Background: an optimization exercise with open tools, aiming at small area. Do not read the settings as production practice.
Function was checked by simulation only, so behaviour that the tests miss may differ from the original.
The clock port is modelled as an ideal driver; clocking choices that lean on that would not hold on a real chip.
No activity file was given, so power comes from the tool's default toggle rates.

==> flow/design.v <==
module elo_frame_decoder (
    input  wire        clk,
    input  wire        rst,                 
    input  wire        cfg_edge_triggered,  
    input  wire        in_valid,
    input  wire [7:0]  in_data,
    output wire        evt_valid,
    output wire        evt_touch,
    output wire [15:0] evt_x,
    output wire [15:0] evt_y,
    output wire [15:0] evt_z,
    output wire [7:0]  evt_status,
    output wire [1:0]  diag_kind,
    output wire [7:0]  diag_expected,
    output wire [7:0]  diag_received
);
    reg [3:0]  cnt;          
    reg [55:0] sh_n;         
    reg        type_ok;      
    reg [7:0]  acc;          
    reg        arm;          
    reg        val;          
    wire is_idle  = (cnt == 4'd0);
    wire is_final = (cnt == 4'd9);
    wire step     = !rst && in_valid;
    wire is_lead  = (in_data == 8'h55);
    wire chk_ok   = (in_data == acc);
    wire [7:0] st_n = sh_n[55:48];
    wire       touch = ~(st_n[0] & st_n[1]);
    wire op_desync  = step && is_idle && !is_lead;
    wire op_final   = step && is_final;
    wire op_chkfail = op_final && !chk_ok;
    wire op_emit    = op_final && chk_ok && type_ok && !(arm && (touch == val));
    assign evt_valid     = op_emit;
    assign evt_touch     = op_emit & touch;
    assign evt_status    = {8{op_emit}} & ~st_n;
    assign evt_x         = {16{op_emit}} & ~{sh_n[39:32], sh_n[47:40]};
    assign evt_y         = {16{op_emit}} & ~{sh_n[23:16], sh_n[31:24]};
    assign evt_z         = {16{op_emit}} & ~{sh_n[7:0],   sh_n[15:8]};
    assign diag_kind     = {op_chkfail, op_desync};
    assign diag_expected = ({8{op_chkfail}} & acc) | ({8{op_desync}} & 8'h55);
    assign diag_received = {8{op_chkfail | op_desync}} & in_data;
    always @(posedge clk) begin
        if (in_valid)
            sh_n <= {sh_n[47:0], ~in_data};
    end
    always @(posedge clk) begin
        if (is_idle)
            acc <= 8'hFF;
        else if (in_valid)
            acc <= acc + in_data;
    end
    always @(posedge clk) begin
        if (in_valid && cnt == 4'd1)
            type_ok <= (in_data == 8'h54);
    end
    always @(posedge clk) begin
        if (rst) begin
            cnt <= 4'd0;
            arm <= 1'b0;
            val <= cfg_edge_triggered;
        end else begin
            if (in_valid) begin
                if (is_idle)
                    cnt <= is_lead ? 4'd1 : 4'd0;
                else if (is_final)
                    cnt <= 4'd0;
                else
                    cnt <= cnt + 4'd1;
            end
            if (op_emit) begin
                arm <= arm | val;
                val <= (arm | val) & touch;
            end
        end
    end
endmodule
Settings: LEC_CHECK=0, CAP_MARGIN=20, CORE_MARGIN=2, CORE_UTILIZATION=40, PLACE_DENSITY=0.6, SLEW_MARGIN=20; clock period 10.0 ns.
run.sh (not shown) runs the stock make flow with config.mk's settings and CLKGATE_MAP_FILE= SYNTH_SCRIPT=/design/flow/synth_recipe.tcl, a recipe that flattens the netlist after the stock synthesis.
Rerun with:
==> flow/flow/run.sh (new file) <==
#!/bin/bash
# Own layout flow: the standard synthesis, its combinational logic re-mapped
# for area (flip-flops untouched), then the standard ORFS layout with the
# port buffers made of the smallest buffer cell.
set -euo pipefail
W=$PWD
R=$W/orfs/results/$FLOW_PLATFORM/elo_frame_decoder/base
YOSYS=$FLOW_HOME/../tools/install/yosys/bin/yosys

bash standard.sh synth > $W/log_1_std_synth.log 2>&1
cp $R/1_2_yosys.v $W/std_1_2_yosys.v

LIBERTY=$FLOW_HOME/platforms/$FLOW_PLATFORM/lib/sky130_fd_sc_hd__tt_025C_1v80.lib \
NETLIST_IN=$W/std_1_2_yosys.v NETLIST_OUT=$W/resynth.v TOP=$FLOW_TOP \
ABC_SCRIPT=$W/flow/area.abc \
  $YOSYS -c $W/flow/resynth.tcl > $W/log_2_resynth.log 2>&1

cp $W/resynth.v $R/1_2_yosys.v
rm -f $R/1_synth.odb $R/1_synth.sdc
bash standard.sh synth > $W/log_3_synth_odb.log 2>&1
bash standard.sh "BUFFER_PORTS_ARGS=-buffer_cell sky130_fd_sc_hd__buf_1" finish > $W/log_4_finish.log 2>&1
==> flow/flow/area.abc (new file) <==
strash
dch
map -a
topo
==> flow/flow/resynth.tcl (new file) <==
# Re-map the combinational logic of the standard synthesis netlist for area.
# Every flip-flop instance keeps its name and its cell; only the logic between
# them is re-mapped (ABC, area-oriented script), with the platform's
# don't-use cells excluded.
set lib $::env(LIBERTY)
set fh [open $lib r]
set dont_use {}
foreach line [split [read $fh] "\n"] {
  if { [regexp {^\s*cell\s*\(\s*"?(sky130_fd_sc_hd__\w+)"?\s*\)} $line -> c] } {
    if { [regexp {lpflow|probe} $c] } { lappend dont_use -dont_use $c }
  }
}
close $fh
yosys read_liberty -ignore_miss_func $lib
yosys read_verilog -defer $::env(NETLIST_IN)
yosys hierarchy -top $::env(TOP)
# sequential cells and tie cells stay as they are
foreach m {dfxtp_1 dfxtp_2 dfxtp_4 edfxtp_1 dfrtp_1 dfstp_1 sdfxtp_1 conb_1} {
  yosys blackbox sky130_fd_sc_hd__$m
}
yosys flatten
yosys opt_clean
yosys abc -liberty $lib {*}$dont_use -script $::env(ABC_SCRIPT)
yosys opt_clean
yosys hilomap -singleton -hicell sky130_fd_sc_hd__conb_1 HI -locell sky130_fd_sc_hd__conb_1 LO
yosys splitnets
yosys opt_clean
yosys rename -hide w:*.*
yosys opt_clean
yosys stat -liberty $lib
yosys write_verilog -noattr -noexpr -nohex -nodec $::env(NETLIST_OUT)
==> flow/standard.sh (new file) <==
#!/bin/bash
# synth_recipe.tcl (not shown) runs the flow's synth.tcl, then flattens the netlist and writes it again
# the make line also repeats each setting of config.mk as NAME=value (left out here)
make -C /OpenROAD-flow-scripts/flow DESIGN_CONFIG=/design/flow/config.mk WORK_HOME=/design/flow/orfs CLKGATE_MAP_FILE= SYNTH_SCRIPT=/design/flow/synth_recipe.tcl "${@:-finish}"
removed: flow/run.sh
What happened:
- The changed run passed the timing, design-rule and antenna checks
- via count increases by a few percent
- routed wire length drops by a little under a tenth
- fmax grows slightly
- final area decreases by about a fifth
- sequential power barely changes
- clock skew is lower by 3.8 ps
- total power grows slightly
- first-iteration DRC count goes up by a few percent
- worst setup slack gains 29 ps
- critical path depth grows by 4
Rerun with:
--- a/flow/flow/run.sh
+++ b/flow/flow/run.sh
@@ -19,3 +19,5 @@
 rm -f $R/1_synth.odb $R/1_synth.sdc
 bash standard.sh synth > $W/log_3_synth_odb.log 2>&1
-bash standard.sh "BUFFER_PORTS_ARGS=-buffer_cell sky130_fd_sc_hd__buf_1" finish > $W/log_4_finish.log 2>&1
+# extra make settings for the layout, one per line
+mapfile -t EXTRA < <(grep -v '^#' $W/flow/layout.args | sed '/^$/d')
+bash standard.sh "${EXTRA[@]}" finish > $W/log_4_finish.log 2>&1
==> flow/flow/layout.args (new file) <==
# port buffers of the smallest buffer cell
BUFFER_PORTS_ARGS=-buffer_cell sky130_fd_sc_hd__buf_1
# clock tree: no dummy loads, small buffers
CTS_ARGS=-sink_clustering_enable -repair_clock_nets -dont_use_dummy_load -buf_list sky130_fd_sc_hd__clkbuf_4
Outcome: Cell count is lower by 1.4%; worst setup slack is worse by 36 ps; clock power drops by 55%; via count goes down by 0.78%.

---

## job 2558
Another version of the RTL of elo_frame_decoder (not shown whole).
Size: about 240 cells after synthesis, roughly 88 I/O pins.
==> flow/config.mk <==
export PLATFORM = sky130hd
export DESIGN_NAME = elo_frame_decoder
export DESIGN_NICKNAME = elo_frame_decoder
export VERILOG_FILES = /design/flow/design.v
export SDC_FILE = /design/flow/constraint.sdc
export NUM_CORES = 4
export LEC_CHECK = 0
export CAP_MARGIN = 0
export CORE_MARGIN = 2
export CORE_UTILIZATION = 40
export PLACE_DENSITY = 0.6
export SLEW_MARGIN = 0
==> flow/constraint.sdc <==
create_clock -name core_clock -period 10.0 [get_ports {clk}]
set_input_delay 2.0000 -clock core_clock [delete_from_list [all_inputs] [get_ports {clk}]]
set_output_delay 2.0000 -clock core_clock [all_outputs]
set_load 0.01 [all_outputs]
standard.sh (not shown) runs the stock make flow with config.mk's settings and CLKGATE_MAP_FILE= SYNTH_SCRIPT=/design/flow/synth_recipe.tcl, a recipe that flattens the netlist after the stock synthesis.
==> flow/flow/run.sh <==
#!/bin/bash
# Own layout flow: the standard synthesis, its combinational logic re-mapped
# for area (flip-flops untouched, proved equivalent), then the standard ORFS
# layout with the settings in flow/layout.args.
set -euo pipefail
W=$PWD
R=$W/orfs/results/$FLOW_PLATFORM/elo_frame_decoder/base
YOSYS=$FLOW_HOME/../tools/install/yosys/bin/yosys
export LIBERTY=$FLOW_HOME/platforms/$FLOW_PLATFORM/lib/sky130_fd_sc_hd__tt_025C_1v80.lib
export TOP=$FLOW_TOP

bash standard.sh synth > $W/log_1_std_synth.log 2>&1
cp $R/1_2_yosys.v $W/std_1_2_yosys.v

# re-map with each ABC script in flow/ (in parallel), then keep the smallest
# netlist that is proved equivalent to the standard one
resynth() {
  local s=$1 n
  n=$(basename $s .abc)
  if NETLIST_IN=$W/std_1_2_yosys.v NETLIST_OUT=$W/resynth_$n.v ABC_SCRIPT=$s \
       $YOSYS -c $W/flow/resynth.tcl > $W/log_2_resynth_$n.log 2>&1 &&
     GOLD=$W/std_1_2_yosys.v GATE=$W/resynth_$n.v \
       $YOSYS -c $W/flow/eqcheck.tcl > $W/log_2_eqcheck_$n.log 2>&1; then
    sed -n 's/.*Chip area for module.*: //p' $W/log_2_resynth_$n.log | tail -1 > $W/resynth_$n.area
  fi
}
for s in $W/flow/area*.abc; do
  while (( $(jobs -rp | wc -l) >= ${NUM_CORES:-4} )); do wait -n || true; done
  resynth $s &
done
wait

best=$W/std_1_2_yosys.v
best_area=$(sed -n "s/.*Chip area for module.*: //p" $W/orfs/reports/$FLOW_PLATFORM/elo_frame_decoder/base/synth_stat.txt | tail -1)
best_area=${best_area:-1000000000}
echo "standard synthesis: $best_area" > $W/resynth_summary.txt
for s in $W/flow/area*.abc; do
  n=$(basename $s .abc)
  if [[ -s $W/resynth_$n.area ]]; then
    a=$(cat $W/resynth_$n.area)
    echo "$n: $a (proved)" >> $W/resynth_summary.txt
    if awk -v a="$a" -v b="$best_area" 'BEGIN{exit !(a < b)}'; then
      best=$W/resynth_$n.v; best_area=$a
    fi
  else
    echo "$n: failed" >> $W/resynth_summary.txt
  fi
done
echo "using $best" >> $W/resynth_summary.txt

cp $best $R/1_2_yosys.v
rm -f $R/1_synth.odb $R/1_synth.sdc
bash standard.sh synth > $W/log_3_synth_odb.log 2>&1
# extra make settings for the layout, one per line
mapfile -t EXTRA < <(grep -v '^#' $W/flow/layout.args | sed '/^$/d' | sed "s#@FLOW@#$W/flow#g")
bash standard.sh "${EXTRA[@]}" finish > $W/log_4_finish.log 2>&1
Other scripts of this flow, unchanged in this note and not shown: flow/flow/area_amap.abc, flow/flow/area_ds1.abc, flow/flow/area_ds1b.abc, flow/flow/area_ds2.abc, flow/flow/area_ds3.abc, flow/flow/eqcheck.tcl, flow/flow/layout.args, flow/flow/post_cts.tcl, flow/flow/resynth.tcl
Input changes introduced in job 9687 (baseline for comparison: job 2558):
# job 2558
export LEC_CHECK = 0
export CAP_MARGIN = 0
export CORE_MARGIN = 2
export CORE_UTILIZATION = 40
export PLACE_DENSITY = 0.6
export SLEW_MARGIN = 0
create_clock -name core_clock -period 10.0 [get_ports {clk}]
# job 9687
export LEC_CHECK = 0
export CAP_MARGIN = 20
export CORE_MARGIN = 2
export CORE_UTILIZATION = 40
export PLACE_DENSITY = 0.6
export SLEW_MARGIN = 20
create_clock -name core_clock -period 10.0 [get_ports {clk}]
### Flow results
As far as sum of negative setup slack goes, job 2558 and job 9687 are indistinguishable; the numbers are identical.
Compared with job 2558, in job 9687 number of detailed-routing iterations run before antenna repair neither gained nor lost much; maximum clock rate stayed essentially flat.
On actual slew at the worst max-slew pin, job 2558 and job 9687 are neck and neck.
Diff job 2558 -> job 9687: synthesized area was more or less identical, non-clock buffer total of the final layout neither gained nor lost much, worst-case hold slack held steady.
As far as count of input and output buffers goes, job 2558 and job 9687 are indistinguishable; the numbers are identical.
Between job 2558 and job 9687, the difference in fraction of power consumed by the clock network is negligible.
Job 9687 -> job 2558: sum of internal, switching and leakage power flat

-- re-timing with driven ports --
In the flow no input, the clock included, has a driving cell. The finished layouts below were timed again as built, in two steps.
Step 1 sets driving cells, clkbuf_16 on the clock port and buf_2 on the other inputs (assumed; they add their load-dependent delay and slew).
Step 2 moves the port delays by t, midway between the first and last clock arrival at a register: inputs arrive t later, outputs are due t later. That takes back most of the time a late clock gives input paths.
Slacks: ideal / step 1 / step 2; pairs: ideal / step 1.
run	t, ns	slack for setup (ns)	worst hold slack (ns)	worst setup path at the end	worst data-port slew with drivers (ns)
the first run of note 1	0.363	2.985 / 2.960 / 2.960	0.453 / 0.453 / 0.453	input to output	0.05
the second run of note 1	0.363	3.014 / 2.992 / 2.992	0.451 / 0.451 / 0.451	input to output	0.03
the third run of note 1	0.408	2.977 / 2.956 / 2.956	0.434 / 0.434 / 0.434	input to output	0.03
job 2558	0.347	3.265 / 3.231 / 3.231	0.427 / 0.427 / 0.427	input to output	0.03
job 9687	0.347	3.265 / 3.231 / 3.231	0.427 / 0.427 / 0.427	input to output	0.03
After both steps setup and hold are still met in every run listed.
